This design comes from an exercise in tuning for small area, a short achievable clock period and few clock cycles on the open sky130 flow, not from production work. The RTL was checked by simulation tests, not by an equivalence proof against the original design.

==> run F <==
==> flow/design.v (excerpt) <==
module pct_powmod #(
    parameter W = 128
) (
    input  wire         clk,
    input  wire         rst,         
    input  wire         start,       
    input  wire         base_neg,
    input  wire [W-1:0] base,
    input  wire         exp_neg,
    input  wire [W-1:0] expo,
    input  wire         mod_neg,
    input  wire [W-1:0] modulus,
    output wire         ready,
    output reg          done,        
    output wire [W-1:0] result,
    output reg          err
);
    localparam RW = W + 2;           
    localparam XW = W + 3;           
    localparam [2:0] S_IDLE = 3'd0,
                     S_PREP = 3'd1,  
                     S_INIT = 3'd2,  
                     S_RUN  = 3'd3,  
                     S_CPA  = 3'd4,  
                     S_FIXR = 3'd5,  
                     S_FIXC = 3'd6,  
                     S_ONE  = 3'd7;  
    localparam [1:0] MD_BRED = 2'd0, MD_SQR = 2'd1, MD_MUL = 2'd2;
    reg [2:0]    state;
    reg [1:0]    mode;
    reg          asel;               
    reg          fix;                
    reg          copy;               
    reg          uns;                
    reg          fl_bn, fl_en, fl_mn;
    reg [W-1:0]  m_r;                
    reg [6:0]    sh;                 
    reg [W-1:0]  e_r;                
    reg [7:0]    ecnt;               
    reg [W:0]    bm;                 
    reg [W:0]    res;                
    reg [RW-1:0] s_r, c_r;           
    reg          first;              
    reg          sgn;                
    reg [2:0]    qp;                 
    reg          dg1, dg2;           
    reg [8:0]    pos;                
    assign ready  = (state == S_IDLE);
    assign result = res[W-1:0];
    wire [XW-1:0] bext = {{(XW-W-1){res[W]}}, res};
    wire [W:0]    opa  = asel ? bm : res;
    wire          dc   = m_r[W-2];
    function [2:0] qsel;
        input [4:0] sx, cx;
        input       dcl;
        reg c0, c1, c2, c3, c4, s0, s1, s2, s3, s4, dc, o1, o2, on;
  ...
export LEC_CHECK = 0
export CAP_MARGIN = 20
export CORE_MARGIN = 2
export CORE_UTILIZATION = 50
export CTS_BUF_LIST = sky130_fd_sc_hd__clkbuf_8
export PLACE_DENSITY = 0.7
export SLEW_MARGIN = 20
create_clock -name core_clock -period 11.0 [get_ports {clk}]
standard.sh (not shown) runs the stock make flow with config.mk's settings and CLKGATE_MAP_FILE= SYNTH_SCRIPT=/design/flow/synth_recipe.tcl, a recipe that flattens the netlist after the stock synthesis.
==> flow/flow/run.sh <==
#!/bin/bash
set -euo pipefail
export SETUP_SLACK_MARGIN=6
export BUFFER_PORTS_ARGS="-buffer_cell sky130_fd_sc_hd__buf_1"
bash standard.sh > standard.log 2>&1
==> run M: changes against run F <==
--- a/flow/design.v
+++ b/flow/design.v
@@ -38,12 +38,10 @@
     reg [W-1:0]  e_r;                
     reg [7:0]    ecnt;               
     reg [W:0]    bm;                 
     reg [W:0]    res;                
     reg [RW-1:0] s_r, c_r;           
-    reg          first;              
-    reg          sgn;                
     reg [2:0]    qp;                 
     reg          dg1, dg2;           
     reg [8:0]    pos;                
     assign ready  = (state == S_IDLE);
     assign result = res[W-1:0];
@@ -190,16 +188,14 @@
         input [2:0] vp2, vp1, vz, vm1, vm2;
         pickq = q[1] ? (q[0] ? vp2 : vm2) : q[2] ? (q[0] ? vp1 : vm1) : vz;
     endfunction
     wire [XW-1:0] a1b  = dg1 ? bext : {XW{1'b0}};
     wire [XW-1:0] mq0  = mq2f(qp, m_r);
-    wire [RW-1:0] xs_in = first ? (sgn ? ~bext[RW-1:0] : {RW{1'b0}}) : s_r;
-    wire [RW-1:0] xc_in = first ? {{(RW-1){1'b0}}, sgn} : c_r;
-    wire [XW-1:0] u_s  = csa_s({xs_in, 1'b0}, {xc_in, 1'b0}, a1b);
-    wire [XW-1:0] u_c  = csa_c({xs_in, 1'b0}, {xc_in, 1'b0}, a1b);
-    wire [XW-1:0] x1_s = csa_s(u_s, u_c, mq0);
-    wire [XW-1:0] x1_c = csa_c(u_s, u_c, mq0) | {{(XW-2){1'b0}}, qp[0], 1'b0};
+    wire [XW-1:0] u_s  = csa_s({s_r, 1'b0}, {c_r, 1'b0}, mq0);
+    wire [XW-1:0] u_c  = csa_c({s_r, 1'b0}, {c_r, 1'b0}, mq0) | {{(XW-2){1'b0}}, qp[0], 1'b0};
+    wire [XW-1:0] x1_s = csa_s(u_s, u_c, a1b);
+    wire [XW-1:0] x1_c = csa_c(u_s, u_c, a1b);
     wire [2:0]    q1r  = qof(x1_s, x1_c, dc);
     wire [2:0]    q1   = fix ? {!copy, 1'b0, !copy && !res[W]} : q1r;
     wire [XW-1:0] a2b  = dg2 ? bext : {XW{1'b0}};
     wire [XW-1:0] y2_s = csa_s({x1_s[XW-2:0], 1'b0}, {x1_c[XW-2:0], 1'b0}, a2b);
     wire [XW-1:0] y2_c = csa_c({x1_s[XW-2:0], 1'b0}, {x1_c[XW-2:0], 1'b0}, a2b);
@@ -259,28 +255,31 @@
     wire [8:0]    p0   = bred ? (sh[0] ? 9'd1 : 9'd0) : (sh[0] ? 9'd127 : 9'd128);
     wire          idig1 = dsel(p0, bred, opa);
     wire          idig2 = dsel(p0 - 9'd1, bred, opa);
     wire          nxt_mul = (mode == MD_SQR) && e_r[W-1];
     wire [W:0]    a_new  = nxt_mul ? bm : half;
+    wire [RW-1:0] hext   = {{(RW-W-1){half[W]}}, half};
     wire          sgn_n  = a_new[W];
     wire          ndig1  = sh[0] ? a_new[W-1] : a_new[W];
     wire          ndig2  = sh[0] ? a_new[W-2] : a_new[W-1];
     wire          nxt_fix = uns || (!nxt_mul && ((bred ? ecnt : ecnt_m1) == 8'd0));
     wire in_err = (fl_bn && res != 0) || (fl_en && e_r != 0) || fl_mn || m_r == 0;
     always @(posedge clk) begin
-        s_r <= x2_s[RW-1:0];
-        c_r <= x2_c[RW-1:0];
+        if (state == S_RUN || state == S_FIXR) begin
+            s_r <= x2_s[RW-1:0];
+            c_r <= x2_c[RW-1:0];
+        end else if (state == S_CPA && !nxt_fix && sgn_n) begin
+            s_r <= ~hext;
+            c_r <= {{(RW-1){1'b0}}, 1'b1};
+        end else begin
+            s_r <= {RW{1'b0}};
+            c_r <= {RW{1'b0}};
+        end
         if (rst) begin
             state <= S_IDLE;
             done  <= 1'b0;
             err   <= 1'b0;
-            first <= 1'b1;
-            sgn   <= 1'b0;
-            dg1   <= 1'b0;
-            dg2   <= 1'b0;
-            qp    <= 3'b000;
-            fix   <= 1'b0;
         end else begin
             done <= 1'b0;
             case (state)
             S_IDLE: begin
                 if (start) begin
@@ -330,20 +329,17 @@
             end
             S_INIT: begin
                 dg1   <= idig1;
                 dg2   <= idig2;
                 qp    <= 3'b000;
-                first <= 1'b1;
-                sgn   <= 1'b0;
                 pos   <= p0 - 9'd2;
                 state <= S_RUN;
             end
             S_RUN: begin
-                dg1   <= dig1;
-                dg2   <= dig2;
-                qp    <= q2;
-                first <= 1'b0;
+                dg1 <= dig1;
+                dg2 <= dig2;
+                qp  <= q2;
                 pos <= pos - 9'd2;
                 if (pos == lim - 9'd2)
                     state <= S_CPA;
             end
             S_CPA: begin
@@ -355,28 +351,24 @@
                     ecnt <= ecnt_m1;
                 end
                 mode <= nxt_mul ? MD_MUL : MD_SQR;
                 asel <= nxt_mul;
                 qp   <= 3'b000;
-                first <= 1'b1;
                 if (nxt_fix) begin
                     dg1   <= 1'b1;
                     dg2   <= 1'b0;
-                    sgn   <= 1'b0;
                     fix   <= 1'b1;
                     state <= S_FIXR;
                 end else begin
                     dg1   <= ndig1;
                     dg2   <= ndig2;
-                    sgn   <= sgn_n;
                     pos   <= (sh[0] ? 9'd127 : 9'd128) - 9'd2;
                     state <= S_RUN;
                 end
             end
             S_FIXR: begin
                 fix   <= 1'b0;
-                dg1   <= 1'b0;
                 state <= S_FIXC;
             end
             S_FIXC: begin
                 if (copy) begin
                     bm    <= half;
@@ -389,11 +381,10 @@
                         done  <= 1'b1;
                         state <= S_IDLE;
                     end else begin
                         copy  <= 1'b1;
                         fix   <= 1'b1;
-                        dg1   <= 1'b1;
                         state <= S_FIXR;
                     end
                 end
             end
             S_ONE: begin
==> flow/run.sh (new file) <==
#!/bin/bash
# synth_recipe.tcl (not shown) runs the flow's synth.tcl, then flattens the netlist and writes it again
# the make line also repeats each setting of config.mk as NAME=value (left out here)
make -C /OpenROAD-flow-scripts/flow DESIGN_CONFIG=/design/flow/config.mk WORK_HOME=/design/flow/orfs CLKGATE_MAP_FILE= SYNTH_SCRIPT=/design/flow/synth_recipe.tcl finish
CORE_UTILIZATION = 55   (was 50)
CTS_BUF_LIST = not set   (was sky130_fd_sc_hd__clkbuf_8)
CTS_CLUSTER_DIAMETER = 60   (was not set)
CTS_CLUSTER_SIZE = 20   (was not set)
PLACE_DENSITY = not set   (was 0.7)
SETUP_SLACK_MARGIN = 5   (was not set)
removed: flow/flow/run.sh
removed: flow/standard.sh
==> run X: changes against run F <==
--- a/flow/design.v
+++ b/flow/design.v
@@ -38,12 +38,10 @@
     reg [W-1:0]  e_r;                
     reg [7:0]    ecnt;               
     reg [W:0]    bm;                 
     reg [W:0]    res;                
     reg [RW-1:0] s_r, c_r;           
-    reg          first;              
-    reg          sgn;                
     reg [2:0]    qp;                 
     reg          dg1, dg2;           
     reg [8:0]    pos;                
     assign ready  = (state == S_IDLE);
     assign result = res[W-1:0];
@@ -190,16 +188,14 @@
         input [2:0] vp2, vp1, vz, vm1, vm2;
         pickq = q[1] ? (q[0] ? vp2 : vm2) : q[2] ? (q[0] ? vp1 : vm1) : vz;
     endfunction
     wire [XW-1:0] a1b  = dg1 ? bext : {XW{1'b0}};
     wire [XW-1:0] mq0  = mq2f(qp, m_r);
-    wire [RW-1:0] xs_in = first ? (sgn ? ~bext[RW-1:0] : {RW{1'b0}}) : s_r;
-    wire [RW-1:0] xc_in = first ? {{(RW-1){1'b0}}, sgn} : c_r;
-    wire [XW-1:0] u_s  = csa_s({xs_in, 1'b0}, {xc_in, 1'b0}, a1b);
-    wire [XW-1:0] u_c  = csa_c({xs_in, 1'b0}, {xc_in, 1'b0}, a1b);
-    wire [XW-1:0] x1_s = csa_s(u_s, u_c, mq0);
-    wire [XW-1:0] x1_c = csa_c(u_s, u_c, mq0) | {{(XW-2){1'b0}}, qp[0], 1'b0};
+    wire [XW-1:0] u_s  = csa_s({s_r, 1'b0}, {c_r, 1'b0}, mq0);
+    wire [XW-1:0] u_c  = csa_c({s_r, 1'b0}, {c_r, 1'b0}, mq0) | {{(XW-2){1'b0}}, qp[0], 1'b0};
+    wire [XW-1:0] x1_s = csa_s(u_s, u_c, a1b);
+    wire [XW-1:0] x1_c = csa_c(u_s, u_c, a1b);
     wire [2:0]    q1r  = qof(x1_s, x1_c, dc);
     wire [2:0]    q1   = fix ? {!copy, 1'b0, !copy && !res[W]} : q1r;
     wire [XW-1:0] a2b  = dg2 ? bext : {XW{1'b0}};
     wire [XW-1:0] y2_s = csa_s({x1_s[XW-2:0], 1'b0}, {x1_c[XW-2:0], 1'b0}, a2b);
     wire [XW-1:0] y2_c = csa_c({x1_s[XW-2:0], 1'b0}, {x1_c[XW-2:0], 1'b0}, a2b);
@@ -259,28 +255,31 @@
     wire [8:0]    p0   = bred ? (sh[0] ? 9'd1 : 9'd0) : (sh[0] ? 9'd127 : 9'd128);
     wire          idig1 = dsel(p0, bred, opa);
     wire          idig2 = dsel(p0 - 9'd1, bred, opa);
     wire          nxt_mul = (mode == MD_SQR) && e_r[W-1];
     wire [W:0]    a_new  = nxt_mul ? bm : half;
+    wire [RW-1:0] hext   = {{(RW-W-1){half[W]}}, half};
     wire          sgn_n  = a_new[W];
     wire          ndig1  = sh[0] ? a_new[W-1] : a_new[W];
     wire          ndig2  = sh[0] ? a_new[W-2] : a_new[W-1];
     wire          nxt_fix = uns || (!nxt_mul && ((bred ? ecnt : ecnt_m1) == 8'd0));
     wire in_err = (fl_bn && res != 0) || (fl_en && e_r != 0) || fl_mn || m_r == 0;
     always @(posedge clk) begin
-        s_r <= x2_s[RW-1:0];
-        c_r <= x2_c[RW-1:0];
+        if (state == S_RUN || state == S_FIXR) begin
+            s_r <= x2_s[RW-1:0];
+            c_r <= x2_c[RW-1:0];
+        end else if (state == S_CPA && !nxt_fix && sgn_n) begin
+            s_r <= ~hext;
+            c_r <= {{(RW-1){1'b0}}, 1'b1};
+        end else begin
+            s_r <= {RW{1'b0}};
+            c_r <= {RW{1'b0}};
+        end
         if (rst) begin
             state <= S_IDLE;
             done  <= 1'b0;
             err   <= 1'b0;
-            first <= 1'b1;
-            sgn   <= 1'b0;
-            dg1   <= 1'b0;
-            dg2   <= 1'b0;
-            qp    <= 3'b000;
-            fix   <= 1'b0;
         end else begin
             done <= 1'b0;
             case (state)
             S_IDLE: begin
                 if (start) begin
@@ -330,20 +329,17 @@
             end
             S_INIT: begin
                 dg1   <= idig1;
                 dg2   <= idig2;
                 qp    <= 3'b000;
-                first <= 1'b1;
-                sgn   <= 1'b0;
                 pos   <= p0 - 9'd2;
                 state <= S_RUN;
             end
             S_RUN: begin
-                dg1   <= dig1;
-                dg2   <= dig2;
-                qp    <= q2;
-                first <= 1'b0;
+                dg1 <= dig1;
+                dg2 <= dig2;
+                qp  <= q2;
                 pos <= pos - 9'd2;
                 if (pos == lim - 9'd2)
                     state <= S_CPA;
             end
             S_CPA: begin
@@ -355,28 +351,24 @@
                     ecnt <= ecnt_m1;
                 end
                 mode <= nxt_mul ? MD_MUL : MD_SQR;
                 asel <= nxt_mul;
                 qp   <= 3'b000;
-                first <= 1'b1;
                 if (nxt_fix) begin
                     dg1   <= 1'b1;
                     dg2   <= 1'b0;
-                    sgn   <= 1'b0;
                     fix   <= 1'b1;
                     state <= S_FIXR;
                 end else begin
                     dg1   <= ndig1;
                     dg2   <= ndig2;
-                    sgn   <= sgn_n;
                     pos   <= (sh[0] ? 9'd127 : 9'd128) - 9'd2;
                     state <= S_RUN;
                 end
             end
             S_FIXR: begin
                 fix   <= 1'b0;
-                dg1   <= 1'b0;
                 state <= S_FIXC;
             end
             S_FIXC: begin
                 if (copy) begin
                     bm    <= half;
@@ -389,11 +381,10 @@
                         done  <= 1'b1;
                         state <= S_IDLE;
                     end else begin
                         copy  <= 1'b1;
                         fix   <= 1'b1;
-                        dg1   <= 1'b1;
                         state <= S_FIXR;
                     end
                 end
             end
             S_ONE: begin
==> flow/flow/run.sh (replaced) <==
#!/bin/bash
set -euo pipefail
export SETUP_SLACK_MARGIN=6.5
export BUFFER_PORTS_ARGS="-buffer_cell sky130_fd_sc_hd__buf_1"
bash standard.sh > standard.log 2>&1
CORE_UTILIZATION = 35   (was 50)
CTS_BUF_LIST = not set   (was sky130_fd_sc_hd__clkbuf_8)
PLACE_DENSITY = not set   (was 0.7)
==> run_results.csv <==
group,metric,value,unit
timing,fin_crit_sh,46.3,%
finish,seq_cells,817,
timing,max_freq,197,MHz
placed_design,place_ws,4060,ps
status,status,"timing/DRC/antenna clean",
That was run F.
==> run_results.csv <==
group,metric,value,unit
setup_path,cpMostUsedCell,"buf_4",
status,status,"timing/DRC/antenna clean",
timing,fin_crit_sh,54.9,%
floorplan,num_rows,123,
placed_design,place_ws,3060,ps
synth,synth_mux_area_share,6.96,%
detailed_routing,dr_wl_met3,23000,um
timing,max_freq,166,MHz
finish,seq_cells,816,
That was run M.
==> run_results.csv <==
group,metric,value,unit
grt,grt-busiest-layer,"met2",
placed_design,place_ws,3420,ps
timing,max_freq,189,MHz
status,status,"timing/DRC/antenna clean",
timing,fin_crit_sh,48.2,%
finish,seq_cells,816,
That was run X.
Testbench counts of run F, summed over its fixed seeds: cycles 1,014,592.
Testbench counts of run M, summed over its fixed seeds: cycles 1,014,592.
Testbench counts of run X, summed over its fixed seeds: cycles 1,014,592.

---

==> v31 <==
pct_powmod, a different RTL version from the one above (not shown whole).
clock: 11.0 ns
lec_check: 0
cap_margin: 20
core_margin: 2
core_utilization: 35
setup_slack_margin: 5
slew_margin: 20
run.sh (not shown) runs the stock make flow with config.mk's settings and CLKGATE_MAP_FILE= SYNTH_SCRIPT=/design/flow/synth_recipe.tcl, a recipe that flattens the netlist after the stock synthesis.
Stock flow here: none of the scripts above is used.
==> v11: changes against v31 <==
--- a/flow/design.v
+++ b/flow/design.v
@@ -19,22 +19,24 @@
     localparam XW = W + 3;           
     localparam [2:0] S_IDLE = 3'd0,
                      S_PREP = 3'd1,  
                      S_INIT = 3'd2,  
                      S_RUN  = 3'd3,  
                      S_CPA  = 3'd4,  
                      S_FIXR = 3'd5,  
                      S_FIXC = 3'd6,  
-                     S_SHR  = 3'd7;  
+                     S_ONE  = 3'd7;  
     localparam [1:0] MD_BRED = 2'd0, MD_SQR = 2'd1, MD_MUL = 2'd2;
     reg [2:0]    state;
     reg [1:0]    mode;
     reg          asel;               
     reg          fix;                
+    reg          copy;               
+    reg          uns;                
     reg          fl_bn, fl_en, fl_mn;
     reg [W-1:0]  m_r;                
     reg [6:0]    sh;                 
     reg [W-1:0]  e_r;                
     reg [7:0]    ecnt;               
     reg [W:0]    bm;                 
     reg [W:0]    res;                
     reg [RW-1:0] s_r, c_r;           
@@ -192,23 +194,23 @@
     wire [XW-1:0] s1x  = csa_s({1'b0, sx1[RW-1:0]}, {1'b0, cx1[RW-1:0]}, {1'b0, mq1});
     wire [XW-1:0] c1x  = csa_c({1'b0, sx1[RW-1:0]}, {1'b0, cx1[RW-1:0]}, {1'b0, mq1});
     wire [RW-1:0] s1   = s1x[RW-1:0];
     wire [RW-1:0] c1   = {c1x[RW-1:1], q1_r[0]};
     wire [XW-1:0] a2b  = dg2 ? bext : {XW{1'b0}};
     wire [XW-1:0] sx2  = csa_s({s1, 1'b0}, {c1, 1'b0}, a2b);
     wire [XW-1:0] cx2  = csa_c({s1, 1'b0}, {c1, 1'b0}, a2b);
     wire [2:0]    q2r  = qsel(sx2[XW-1:XW-5], cx2[XW-1:XW-5], dc);
-    wire [2:0]    q2   = fix ? {1'b1, 1'b0, ~res[W]} : q2r;
+    wire [2:0]    q2   = fix ? {!copy, 1'b0, !copy && !res[W]} : q2r;
     wire [RW-1:0] mq2  = mqf(q2, m_r);
     wire [XW-1:0] s2x  = csa_s({1'b0, sx2[RW-1:0]}, {1'b0, cx2[RW-1:0]}, {1'b0, mq2});
     wire [XW-1:0] c2x  = csa_c({1'b0, sx2[RW-1:0]}, {1'b0, cx2[RW-1:0]}, {1'b0, mq2});
     wire [RW-1:0] s2   = s2x[RW-1:0];
     wire [RW-1:0] c2   = {c2x[RW-1:1], q2[0]};
-    wire          cin = (state == S_PREP);
+    wire          cin = (state == S_PREP) || (state == S_ONE);
     function [RW-1:0] bkadd;
         input [RW-1:0] a, b;
         input          ci;
         reg   [RW:0]   g, p;
         integer        d, i;
         begin
             g = {a & b, ci};
             p = {a ^ b, 1'b0};
@@ -221,50 +223,57 @@
                 for (i = 3 * d - 1; i <= RW; i = i + 2 * d) begin
                     g[i] = g[i] | (p[i] & g[i - d]);
                     p[i] = p[i] & p[i - d];
                 end
             bkadd = (a ^ b) ^ g[RW-1:0];
         end
     endfunction
     wire [RW-1:0] cpa = bkadd(s_r, c_r, cin);
+    wire [7:0]    ecnt_m1 = ecnt - 8'd1;
     wire          bred = (mode == MD_BRED);
     wire [8:0]    pos2 = pos - 9'd1;
     wire          dig1 = bred ? (pos == 9'd0)  : opa[pos[7:0]];
     wire          dig2 = bred ? (pos2 == 9'd0) : opa[pos2[7:0]];
     wire [8:0]    lim  = bred ? 9'd0 - {2'b00, sh} : {2'b00, sh};
     wire [8:0]    p0   = bred ? (sh[0] ? 9'd0 : 9'd1) : (sh[0] ? 9'd128 : 9'd127);
-    wire          sgn_a = !bred && opa[W];
     wire [8:0]    p0m1 = p0 - 9'd1;
     wire          idig1 = bred ? (p0 == 9'd0)   : opa[p0[7:0]];
     wire          idig2 = bred ? (p0m1 == 9'd0) : opa[p0m1[7:0]];
     wire [XW-1:0] n1b  = dig1 ? bext : {XW{1'b0}};
     wire [2:0]    qn_p2 = qnext(csa_s(sx2, cx2, {1'b0, mqf(3'b011, m_r)}),
                                 csa_c(sx2, cx2, {1'b0, mqf(3'b011, m_r)}) | 1'b1, n1b, dc);
     wire [2:0]    qn_p1 = qnext(csa_s(sx2, cx2, {1'b0, mqf(3'b101, m_r)}),
                                 csa_c(sx2, cx2, {1'b0, mqf(3'b101, m_r)}) | 1'b1, n1b, dc);
     wire [2:0]    qn_z  = qnext(csa_s(sx2, cx2, {XW{1'b0}}),
                                 csa_c(sx2, cx2, {XW{1'b0}}), n1b, dc);
     wire [2:0]    qn_m1 = qnext(csa_s(sx2, cx2, {1'b0, mqf(3'b100, m_r)}),
                                 csa_c(sx2, cx2, {1'b0, mqf(3'b100, m_r)}), n1b, dc);
     wire [2:0]    qn_m2 = qnext(csa_s(sx2, cx2, {1'b0, mqf(3'b010, m_r)}),
                                 csa_c(sx2, cx2, {1'b0, mqf(3'b010, m_r)}), n1b, dc);
     wire [2:0]    qn   = q2r[1] ? (q2r[0] ? qn_p2 : qn_m2) :
                          q2r[2] ? (q2r[0] ? qn_p1 : qn_m1) : qn_z;
-    wire [RW-1:0] s_init = sgn_a ? ~bext[RW-1:0] : {RW{1'b0}};
-    wire [RW-1:0] c_init = {{(RW-1){1'b0}}, sgn_a};
     wire [XW-1:0] i1b  = idig1 ? bext : {XW{1'b0}};
-    wire [2:0]    qi   = qnext(s_init, c_init, i1b, dc);
+    wire [2:0]    qi   = qnext({RW{1'b0}}, {RW{1'b0}}, i1b, dc);
+    wire          nxt_mul = (mode == MD_SQR) && e_r[W-1];
+    wire [W:0]    a_new  = nxt_mul ? bm : cpa[W:0];
+    wire [XW-1:0] cext   = {{(XW-W-1){cpa[W]}}, cpa[W:0]};
+    wire          sgn_n  = a_new[W];
+    wire          ndig1  = sh[0] ? a_new[W]   : a_new[W-1];
+    wire          ndig2  = sh[0] ? a_new[W-1] : a_new[W-2];
+    wire [RW-1:0] s_init = sgn_n ? ~cext[RW-1:0] : {RW{1'b0}};
+    wire [RW-1:0] c_init = {{(RW-1){1'b0}}, sgn_n};
+    wire [2:0]    qc     = qnext(s_init, c_init, ndig1 ? cext : {XW{1'b0}}, dc);
+    wire          nxt_fix = uns || (!nxt_mul && ((bred ? ecnt : ecnt_m1) == 8'd0));
     wire in_err = (fl_bn && res != 0) || (fl_en && e_r != 0) || fl_mn || m_r == 0;
-    wire [7:0] ecnt_m1 = ecnt - 8'd1;
     always @(posedge clk) begin
         if (state == S_RUN || state == S_FIXR) begin
             s_r <= s2;
             c_r <= c2;
-        end else if (state == S_INIT) begin
+        end else if (state == S_CPA && !nxt_fix) begin
             s_r <= s_init;
             c_r <= c_init;
         end else begin
             s_r <= {RW{1'b0}};
             c_r <= {RW{1'b0}};
         end
         if (rst) begin
             state <= S_IDLE;
@@ -281,16 +290,18 @@
                     fl_bn <= base_neg;
                     fl_en <= exp_neg;
                     fl_mn <= mod_neg;
                     sh    <= 7'd0;
                     ecnt  <= 8'd128;
                     mode  <= MD_BRED;
                     asel  <= 1'b0;
                     fix   <= 1'b0;
+                    copy  <= 1'b0;
+                    uns   <= 1'b0;
                     state <= S_PREP;
                 end
             end
             S_PREP: begin
                 if (in_err) begin
                     err   <= 1'b1;
                     done  <= 1'b1;
                     state <= S_IDLE;
@@ -331,54 +342,61 @@
                 pos  <= pos - 9'd2;
                 if (pos == lim - 9'd1)
                     state <= S_CPA;
             end
             S_CPA: begin
                 res <= cpa[W:0];
                 if (bred)
                     bm <= cpa[W:0];
-                if (mode == MD_SQR && e_r[W-1]) begin
-                    mode  <= MD_MUL;
-                    asel  <= 1'b1;
-                    state <= S_INIT;
+                if (!nxt_mul && !bred) begin
+                    e_r  <= e_r << 1;
+                    ecnt <= ecnt_m1;
+                end
+                mode <= nxt_mul ? MD_MUL : MD_SQR;
+                asel <= nxt_mul;
+                if (nxt_fix) begin
+                    dg1   <= 1'b0;
+                    dg2   <= 1'b1;
+                    q1_r  <= 3'b000;
+                    fix   <= 1'b1;
+                    state <= S_FIXR;
                 end else begin
-                    if (!bred) begin
-                        e_r  <= e_r << 1;
-                        ecnt <= ecnt_m1;
-                    end
-                    mode <= MD_SQR;
-                    asel <= 1'b0;
-                    if ((bred ? ecnt : ecnt_m1) == 8'd0) begin
-                        dg1   <= 1'b0;
-                        dg2   <= 1'b1;
-                        q1_r  <= 3'b000;
-                        fix   <= 1'b1;
-                        state <= S_FIXR;
-                    end else
-                        state <= S_INIT;
+                    dg1   <= ndig1;
+                    dg2   <= ndig2;
+                    q1_r  <= qc;
+                    pos   <= (sh[0] ? 9'd128 : 9'd127) - 9'd2;
+                    state <= S_RUN;
                 end
             end
             S_FIXR: begin
                 fix   <= 1'b0;
                 state <= S_FIXC;
             end
             S_FIXC: begin
-                if (res[W] || !cpa[W])
-                    res <= cpa[W:0];
-                if (sh == 7'd0) begin
-                    done  <= 1'b1;
-                    state <= S_IDLE;
-                end else
-                    state <= S_SHR;
-            end
-            S_SHR: begin
-                res <= {1'b0, res[W:1]};
-                sh  <= sh - 7'd1;
-                if (sh == 7'd1) begin
-                    done  <= 1'b1;
-                    state <= S_IDLE;
+                if (copy) begin
+                    bm    <= cpa[W:0];
+                    copy  <= 1'b0;
+                    state <= S_ONE;
+                end else begin
+                    if (res[W] || !cpa[W])
+                        res <= cpa[W:0];
+                    if (uns || sh == 7'd0) begin
+                        done  <= 1'b1;
+                        state <= S_IDLE;
+                    end else begin
+                        copy  <= 1'b1;
+                        fix   <= 1'b1;
+                        state <= S_FIXR;
+                    end
                 end
             end
+            S_ONE: begin
+                res   <= cpa[W:0];           
+                mode  <= MD_MUL;
+                asel  <= 1'b1;
+                uns   <= 1'b1;
+                state <= S_INIT;
+            end
             endcase
         end
     end
 endmodule
==> run notes <==
metric	v11	v31
Inverters	683	743
Crit path max-delay cell type	sky130_fd_sc_hd__fa_2	sky130_fd_sc_hd__fa_1
Count of filler cells inserted in the layout	17000	17700
Share of the core filled with cells	0.438	0.417
CTS clk-pin slew, worst paths	70 ps	60 ps
Reg-to-Reg Start	state[0]	dg1
Met1 Wirelength	100000 um	95300 um
Inserted Clock Buffers	94	100
Non-clock buffer count in the final layout	810	682
Post-synthesis mux area share	0.0734	0.0515
Placer's final routability congestion estimate	0.949	0.941
Final routed wire length divided by cell count	29.8 um	27.3 um
Status	finished clean	finished clean
Minimum clock period after layout	7750 ps	5900 ps
Non-filler instance count after layout	8987	9145
Met3 capacity usage during global routing	0.0568	0.0405
Bufs and invs on worst path	6	4
Crit path setup slack, layout	3250 ps	5100 ps
Share of synthesized area occupied by flip-flops and latches	0.340	0.335
Beginning of the worst hold path	err	res[122]
Die extent in y	432 um	435 um
Net Count, Synth	7249	7446
Met2 wire length	121000 um	112000 um
Number of cells on the critical path	36	20
Testbench counts of v31, summed over its fixed seeds: cycles 1,014,592.
Testbench counts of v11, summed over its fixed seeds: cycles 999,228.

## re-timing with driven ports
How much do the figures lean on ideal ports? The routed layouts below were timed once more, with nothing changed but the port constraints. Step 1 (the two cells are an assumption about what drives the block):
set clk [get_ports {clk}]
set_driving_cell -lib_cell sky130_fd_sc_hd__clkbuf_16 $clk
set_driving_cell -lib_cell sky130_fd_sc_hd__buf_2 [delete_from_list [all_inputs] $clk]
Step 2 adds t to the input delays and takes it off the output delays; t is the mean of the earliest and latest rising clock arrival at the registers after step 1. Input paths then give back, and output paths get back, about the clock's delay inside the block. Slacks: ideal / step 1 / step 2; pairs: ideal / step 1.
run | shift t [ns] | setup slack, ns | slew at the worst register clock pin (ns)
run F | 0.983 | 5.911 / 5.911 / 5.911 | 0.07 / 0.07
run M | 0.770 | 4.962 / 4.962 / 4.962 | 0.09 / 0.09
run X | 0.814 | 5.703 / 5.703 / 5.703 | 0.07 / 0.07
v31 | 0.812 | 5.095 / 5.095 / 5.095 | 0.07 / 0.07
v11 | 0.816 | 3.248 / 3.248 / 3.248 | 0.07 / 0.07
After both steps setup and hold are still met in every run listed.
